From an optimization exercise on the open Yosys and OpenROAD flow, aimed at small area, a short achievable clock period and few clock cycles; shortcuts taken in it are not production practice.
Only simulation tests tie the RTL to the original design; equivalence was not proved.
Power is estimated from default activity; no workload was simulated.

==> flow/design.v <==
module lz11_dec (
    input  wire        clk,
    input  wire        rst,         
    input  wire        start,       
    input  wire [23:0] ilen,        
    output wire        idle,
    output wire        done,        
    output wire [3:0]  err,         
    input  wire        in_valid,
    input  wire [7:0]  in_data,
    output wire        in_ready,
    output wire        out_valid,
    output wire [7:0]  out_data,
    input  wire        out_ready,
    output wire        hist_re,
    output wire [11:0] hist_raddr,
    input  wire [7:0]  hist_rdata,
    output wire        hist_we,
    output wire [11:0] hist_waddr,
    output wire [7:0]  hist_wdata
);
    reg s_idle;              
    reg s_h0;                
    reg s_h1, s_h2, s_h3;    
    reg s_h4;                
    reg s_x0, s_x1, s_x2, s_x3;    
    reg s_x4;                
    reg s_main;              
    reg s_b23;               
    reg s_b24;               
    reg s_b34;               
    reg s_last;              
    reg s_chk;               
    reg s_copy;              
    reg s_done;              
    reg [23:0] remain;       
    reg        rz;           
    reg [31:0] left;         
    reg [11:0] wp;           
    reg        wrapped;      
    reg [7:0]  flags;        
    reg        fle;          
    reg        fref;         
    reg [15:0] cnt;          
    reg        f3, f4;       
    reg [11:0] rp;           
    reg        d1;           
    reg        bad;          
    reg        lastc;        
    reg [1:0]  ecode;        
    reg        o_lit;        
    reg        o_rdy;        
    assign idle       = s_idle | s_done;
    assign done       = s_done;
    assign err        = {2'b00, ecode};
    assign in_ready   = o_rdy | (o_lit & out_ready);
    assign out_valid  = s_copy | (o_lit & in_valid);
    assign out_data   = s_copy ? hist_rdata : in_data;
    assign hist_we    = out_valid & out_ready;
    assign hist_waddr = wp;
    assign hist_wdata = out_data;
    assign hist_re    = s_chk | (s_copy & !lastc & !d1 & out_ready);
    assign hist_raddr = rp;
    wire iv   = in_valid;
    wire lhz  = (left[31:2] == 30'd0);
    wire l1   = lhz & (left[1:0] == 2'd1);
    wire l2   = lhz & (left[1:0] == 2'd2);
    wire take = iv & in_ready;
    wire emit = hist_we;
    wire lit   = !fle & !fref;
    wire tref  = !fle & fref;
    wire fetch = s_x0 | s_x1 | s_x2 | s_x3 | s_main | s_b23 | s_b24 | s_b34 | s_last;
    wire magic = (in_data == 8'h11);
    wire l0    = lhz & (left[1:0] == 2'd0);
    wire lit_x = s_main & !rz & lit & iv & out_ready;      
    wire ref_1 = s_main & !rz & tref & iv;                 
    wire flg_x = s_main & !rz & fle & iv;                  
    wire cp_x  = s_copy & out_ready;                       
    wire [11:0] field = {rp[11:8], in_data};    
    wire [12:0] diff  = {1'b0, wp} + {1'b1, ~field};    
    wire ilen_s   = (ilen[23:2] == 22'd0);
    wire to_short = (s_idle & start & ilen_s) | (fetch & rz);
    wire to_inv   = (s_h0 & iv & !magic) | (s_chk & bad);
    wire n_done   = to_short | to_inv | (s_x4 & l0) |
                    (lit_x & l1) | (cp_x & lastc & l1);
    wire n_idle   = (s_idle & !start) | s_done;
    wire n_h0     = (s_idle & start & !ilen_s) | (s_h0 & !iv);
    wire n_h1     = (s_h0 & iv & magic) | (s_h1 & !iv);
    wire n_h2     = (s_h1 & iv) | (s_h2 & !iv);
    wire n_h3     = (s_h2 & iv) | (s_h3 & !iv);
    wire n_h4     = s_h3 & iv;
    wire n_x0     = (s_h4 & (left[23:0] == 24'd0)) | (s_x0 & !rz & !iv);
    wire n_x1     = (s_x0 & !rz & iv) | (s_x1 & !rz & !iv);
    wire n_x2     = (s_x1 & !rz & iv) | (s_x2 & !rz & !iv);
    wire n_x3     = (s_x2 & !rz & iv) | (s_x3 & !rz & !iv);
    wire n_x4     = s_x3 & !rz & iv;
    wire n_main   = (s_h4 & (left[23:0] != 24'd0)) | (s_x4 & !l0) |
                    (s_main & !rz & !(lit_x & l1) & !ref_1) |
                    (cp_x & lastc & !l1);
    wire n_b23    = (ref_1 & (in_data[7:4] == 4'h0)) | (s_b23 & !rz & !iv);
    wire n_b24    = (ref_1 & (in_data[7:4] == 4'h1)) | (s_b24 & !rz & !iv);
    wire n_b34    = (s_b24 & !rz & iv) | (s_b34 & !rz & !iv);
    wire n_last   = (ref_1 & (in_data[7:5] != 3'd0)) | (s_b23 & !rz & iv) |
                    (s_b34 & !rz & iv) | (s_last & !rz & !iv);
    wire n_chk    = s_last & !rz & iv;
    wire n_copy   = (s_chk & !bad) | (s_copy & !(out_ready & lastc));
    wire fl_load  = flg_x | ((s_chk | s_copy) & take);
    wire fl_shift = lit_x | ref_1;
    wire n_fle    = fl_load ? 1'b0 : fl_shift ? (flags[6:0] == 7'd0) : fle;
    wire n_fref   = fl_load ? in_data[7] : fl_shift ? flags[7] : fref;
    wire n_rz     = (s_idle & start) ? (ilen == 24'd0) :
                    take ? (remain == 24'd1) : rz;
    wire n_d1     = n_chk ? (field == 12'd0) : d1;
    wire cnt0     = (cnt == 16'd0);
    wire n_lastc  = s_chk ? ((cnt0 & !f3 & !f4) | l1) :
                    cp_x ? ((cnt == 16'd1) & !f3 & !f4) | l2 : lastc;
    always @(posedge clk) begin
        s_idle <= n_idle | rst;
        s_h0   <= n_h0   & !rst;
        s_h1   <= n_h1   & !rst;
        s_h2   <= n_h2   & !rst;
        s_h3   <= n_h3   & !rst;
        s_h4   <= n_h4   & !rst;
        s_x0   <= n_x0   & !rst;
        s_x1   <= n_x1   & !rst;
        s_x2   <= n_x2   & !rst;
        s_x3   <= n_x3   & !rst;
        s_x4   <= n_x4   & !rst;
        s_main <= n_main & !rst;
        s_b23  <= n_b23  & !rst;
        s_b24  <= n_b24  & !rst;
        s_b34  <= n_b34  & !rst;
        s_last <= n_last & !rst;
        s_chk  <= n_chk  & !rst;
        s_copy <= n_copy & !rst;
        s_done <= n_done & !rst;
        o_lit  <= n_main & !rst & !n_rz & !n_fle & !n_fref;
        o_rdy  <= !rst & (n_h0 | n_h1 | n_h2 | n_h3 |
                  (!n_rz & (n_x0 | n_x1 | n_x2 | n_x3 | n_b23 | n_b24 | n_b34 | n_last |
                            (n_main & (n_fle | n_fref)) | ((n_chk | n_copy) & n_fle))));
        if (!s_done)
            ecode <= {to_short | to_inv, to_short};
        rz    <= n_rz;
        fle   <= n_fle;
        fref  <= n_fref;
        d1    <= n_d1;
        lastc <= n_lastc;
        if (s_idle & start) begin
            remain  <= ilen;
            left    <= 32'd0;
            wp      <= 12'd0;
            wrapped <= 1'b0;
            fle     <= 1'b1;
        end else begin
            if (take)
                remain <= remain - 24'd1;
            if (emit) begin
                left    <= left - 32'd1;
                wp      <= wp + 12'd1;
                wrapped <= wrapped | (wp == 12'hfff);
            end
            if (iv) begin
                if (s_h1 | s_x0) left[7:0]   <= in_data;
                if (s_h2 | s_x1) left[15:8]  <= in_data;
                if (s_h3 | s_x2) left[23:16] <= in_data;
                if (s_x3)        left[31:24] <= in_data;
            end
        end
        if (fl_load)
            flags <= {in_data[6:0], 1'b1};
        else if (fl_shift)
            flags <= {flags[6:0], 1'b0};
        if (ref_1) begin
            f3 <= (in_data[7:4] == 4'h0);
            f4 <= (in_data[7:4] == 4'h1);
            if (in_data[7:5] == 3'd0)
                cnt <= {8'd0, in_data[3:0], 4'd0};
            else begin
                cnt <= {12'd0, in_data[7:4]};
                rp[11:8] <= in_data[3:0];
            end
        end
        if (s_b23 & iv) begin
            cnt[3:0] <= in_data[7:4];
            rp[11:8]      <= in_data[3:0];
        end
        if (s_b24 & iv)
            cnt[11:0] <= {cnt[7:4], in_data};
        if (s_b34 & iv) begin
            cnt[15:0] <= {cnt[11:0], in_data[7:4]};
            rp[11:8]       <= in_data[3:0];
        end
        if (s_last & iv) begin
            rp        <= diff[11:0];
            bad       <= !wrapped && diff[12];
        end else if (hist_re)
            rp <= rp + 12'd1;
        if (cp_x) begin
            if (cnt0) begin
                cnt <= {7'd0, f4, 8'h0f};
                f3  <= 1'b0;
                f4  <= 1'b0;
            end else
                cnt <= cnt - 16'd1;
        end
    end
endmodule
==> flow/flow/run.sh <==
#!/bin/bash
# The standard layout (standard.sh: the standard flow's synthesis and ORFS steps), except
# that the port buffers are inserted as buf_1 cells instead of the default
# buffer the flow picks (clkdlybuf4s50_1); timing repair still resizes them.
set -euo pipefail
export BUFFER_PORTS_ARGS="-buffer_cell sky130_fd_sc_hd__buf_1"
bash standard.sh > standard.log 2>&1
==> flow/standard.sh <==
#!/bin/bash
# synth_recipe.tcl (not shown) runs the flow's synth.tcl, then flattens the netlist and writes it again
# the make line also repeats each setting of config.mk as NAME=value (left out here)
make -C /OpenROAD-flow-scripts/flow DESIGN_CONFIG=/design/flow/config.mk WORK_HOME=/design/flow/orfs CLKGATE_MAP_FILE= SYNTH_SCRIPT=/design/flow/synth_recipe.tcl "${@:-finish}"
==> flow/config.mk <==
export PLATFORM = sky130hd
export DESIGN_NAME = lz11_dec
export DESIGN_NICKNAME = lz11_dec
export VERILOG_FILES = /design/flow/design.v
export SDC_FILE = /design/flow/constraint.sdc
export NUM_CORES = 4
export LEC_CHECK = 0
export CAP_MARGIN = 20
export CORE_MARGIN = 2
export CORE_UTILIZATION = 60
export CTS_BUF_LIST = sky130_fd_sc_hd__clkbuf_4
export CTS_CLUSTER_SIZE = 20
export PLACE_DENSITY = 0.7
export SETUP_SLACK_MARGIN = 2.5
export SLEW_MARGIN = 20
==> flow/constraint.sdc <==
create_clock -name core_clock -period 5.0 [get_ports {clk}]
set_input_delay 1.0000 -clock core_clock [delete_from_list [all_inputs] [get_ports {clk}]]
set_output_delay 1.0000 -clock core_clock [all_outputs]
set_load 0.01 [all_outputs]
==> run notes <==
- Crit path kind: input pin to primary output
- Hold worst-path end: flags[0]
- Setup-failing EPs final: 0
- Ys Warns: 1
- Post-DP HPWL: 15.4 mm
- Part of the power in registers: 51.6%
- Clk sinks: 136
- Vias per cell: 6.27
- Area after DPL: 8570 um^2
- Total power: 2.36 mW
- Antenna violations before repair: 1
- Largest net degree at the start of global routing: 67
- Vias in the first global route: 7073
- I/O pins: 95
- Die width: 120 um
- Seq/Total Area, Yosys: 41.8%
- FF-to-FF path depth: 6
- Clock group share of total power: 38.9%
- Remaining antenna violation count after routing: 0
- CTS tree: built
- CP startpoint kind: input pin
- DR WL/cell: 18.7 um
- Clk_skew: 16.3 ps
- Worst hold path type: flop to flop
- Crit path capture type: primary output
- Gate Count Post-Synth: 942
- Worst Min Path Start: flags[0]
- Cell internal pwr: 1.79 mW
- Period utilization: 53.7%
- Gr ovfl total: 0
- Core Footprint: 13200 um^2
- Primary FF master, synth: dfxtp_1
- RSZ-0062 raised after global routing: yes
- First-pass GRT wire length: 36.0 mm
- Clock Path Buffers: 2
- Comb power frac: 9.5%
- Leak Pwr: 3.54 nW
- Crit Reg-Reg Startpoint: left[26]
- Synth async-reset ratio: 0%
- CTS buffer count: 17
- Worst hold stages: 2
- Cell Chain, Critical Path: buf_12 > buf_12 > a21o_1 > nand2_2 > inv_4 > buf_6
- Max VDD drop: 0.198 mV
- Highest-count cells in the layout ignoring fill and taps: 112 x nand2_1, 91 x nor2_1, 82 x o21ai_0, 71 x dfxtp_1
- Rel. slew slack: 31.6%
- Iter 0 DRT Violations: 762
- Vias: 7743
- Std-Cell Rows: 42
- Worst Tran Pin Value: 1020 ps
- Residual DRC: 0
- Fin. max-slew vios: 0
- Post-Route WL: 23.1 mm
- FF+latch count, synth: 136
- Finished Layout Cells: 1235
- Fmax: 372 MHz
- H-tree level count: 4
- Period minus WS final: 2690 ps
- Critical R2R Capture: o_rdy
- Yosys cell types: 69
- Crit path required time: 4000 ps
- Syn_area_per_cell: 8.54 um^2
- Worst Path Arrival: 1690 ps
- Most common cell on crit path: buf_12
- DIE AREA: 14300 um^2
- Post-Place Cells: 1167
- Critical-path top delay cell: a21o_1
- Clk slew on worst S/H paths: 120 ps
- Fraction of layout cells with a size suffix above 1: 15.6%
- Switching portion of total power: 24.4%
- CP peak stage delay: 180 ps
- Mapped cell area: 8040 um^2
- Pre-CTS WS: 1660 ps
- Final net count: 1113
- Port Buffers: 92
- Number of flops mapped to enable cells by yosys: 64
- Status: finished clean
- PwrDens: 245 nW/um^2
- Gr usage total: 31.7%
- Die Y: 120 um
- Root Driver: clkbuf_4
- Fin. Hold Viols: 0
- # hold bufs at CTS: 0
- Pre-antenna DRT Iters: 8
- GP Congestion: 0.957
- Hold_ws: 487 ps
- Max-Cap Viols: 0
- Initial core utilization: 61.0%
- Fin util: 73.1%
- R2R setup slack: 2590 ps
- Most common cell after layout, fill and taps aside: nand2_1
- Net Sw Power: 0.577 mW
- Later-pin clock latency in the skew report: 570 ps
- Final setup margin: 2310 ps
- Final Cell Area: 9650 um^2
- Area Growth Syn to Fin: 19.9%
- Setup TNS: 0 ps
- Critical path peak fanout: 3
==> layout make-up <==
class | count | area [um^2]
Clock inverter | 14 | 229
Tap cell | 176 | 220
Sequential cell | 136 | 3370
Clock buffer | 18 | 135
Fill cell | 1014 | 3540
Timing Repair Buffer | 134 | 916
Inverter | 34 | 173
Multi-Input combinational cell | 722 | 4600
Antenna cell | 1 | 2.50
==> critical path, delay by kind of cell <==
kind / cells / cell delay, ps
and+or+nand+nor: 1 / 120
buffers and inverters: 4 / 380
AOI/OAI and AO/OA: 1 / 180
==> synthesized netlist by cell type, drive strengths merged, types with 3 or more instances <==
cell / n / area, um^2
nand3b: 5 / 37.5
a22oi: 3 / 22.5
a21oi: 45 / 225
a211oi: 17 / 128
a21o: 8 / 60.1
nand4: 13 / 81.3
nor3: 33 / 170
nand2b: 5 / 31.3
and3: 3 / 18.8
nor2b: 8 / 50.1
nor4: 31 / 221
dfxtp: 72 / 1440
a31oi: 14 / 87.6
ha: 22 / 275
buf: 13 / 88.8
xor2: 26 / 228
o21ai: 98 / 490
nor2: 93 / 349
nand3: 32 / 160
nor3b: 3 / 22.5
o211ai: 7 / 57.6
o21bai: 4 / 30.0
a211o: 3 / 26.3
clkbuf: 38 / 143
and2: 3 / 18.8
or4: 9 / 75.1
xnor2: 55 / 482
mux2i: 6 / 60.1
edfxtp: 64 / 1920
nand2: 117 / 442
or2: 5 / 31.3
inv: 33 / 124
or3: 19 / 124
o22ai: 5 / 31.3
a22o: 3 / 26.3
==> how the worst max path moves through the flow <==
stage / startpoint / to / slack [ps] / cells past startpoint
global route: in_valid / hist_we / 2310 / 6
CTS: in_valid / hist_we / 2310 / 6
global placement: in_valid / hist_we / 1740 / 6
finish: in_valid / hist_we / 2310 / 6
floorplan: in_data[0] / rp[10] / 2100 / 10
detailed placement: in_data[0] / rp[10] / 1660 / 11
==> power by group through the flow <==
| stage | Sequential [mW] | Clock, mW | Combinational [mW] |
|---|---|---|---|
| 2_1_floorplan | 1.24 | 0 | 0.130 |
| 3_3_place_gp | 1.24 | 0 | 0.176 |
| 3_5_place_dp | 1.25 | 0 | 0.182 |
| 4_1_cts | 1.22 | 0.928 | 0.209 |
| 5_1_grt | 1.22 | 0.972 | 0.244 |
| 6_report | 1.22 | 0.919 | 0.224 |
==> repair_timing <==
item                       4_1_cts  5_1_grt
gates resized for setup         79       40
pin swaps                       11       17
setup buffers                   19       16
setup endpoints to repair       54       44
==> metal layers <==
metal | vias up | wire length [um] | GRT usage (%)
met5 | - | 0 | 0
met4 | 0 | 810 | 12.1
met3 | 91 | 1910 | 5.94
met2 | 394 | 10800 | 52.0
met1 | 3654 | 9590 | 41.9
li1 | 3604 | - | -
==> cell families after synthesis <==
logic type / Yosys count / share of synthesized area [%]
other: 1 / 0.0466
adders and majority gates: 23 / 3.67
xor gates and xnor gates: 81 / 8.82
buffers and inverters: 85 / 4.46
and+or+nand+nor: 386 / 23.6
AOI/OAI and AO/OA: 224 / 16.9
muxes: 6 / 0.747
DFF: 136 / 41.8
==> registers in the layout, indices dropped and copies added, names as in the netlist, 2 cells and up <==
name and flops:
remain 24, ecode 2, left 32, flags 8, wp 12, rp 12, cnt 16
Testbench counts, summed over its fixed seeds: cycles 274,869.

==> port drivers added, routing unchanged <==
The results above use ideal ports. As a check the final layout listed here was re-extracted and re-timed, cells and wires unchanged. Step 1: set_driving_cell puts a clkbuf_16 on clk and a buf_2 on each other input, an assumption about the parent block. Step 2, shift: input delay + t, output delay - t, t = (earliest + latest rising clock arrival at the registers) / 2. This alone moves slack from input paths to output paths. a / b / c = no drivers / after step 1 / after step 2; a / b = the first two.
t (ns): 0.595
setup WS [ns]: 2.313 / 2.265 / 1.873
worst setup path after step 2: input to register
latest minus earliest clock arrival (ns): 0.017 / 0.017
cell pins on the clock port's net: 1
After both steps this run still meets setup and hold. The setup slack of this run moves by -0.048 ns with the drivers and by -0.440 ns with both steps.
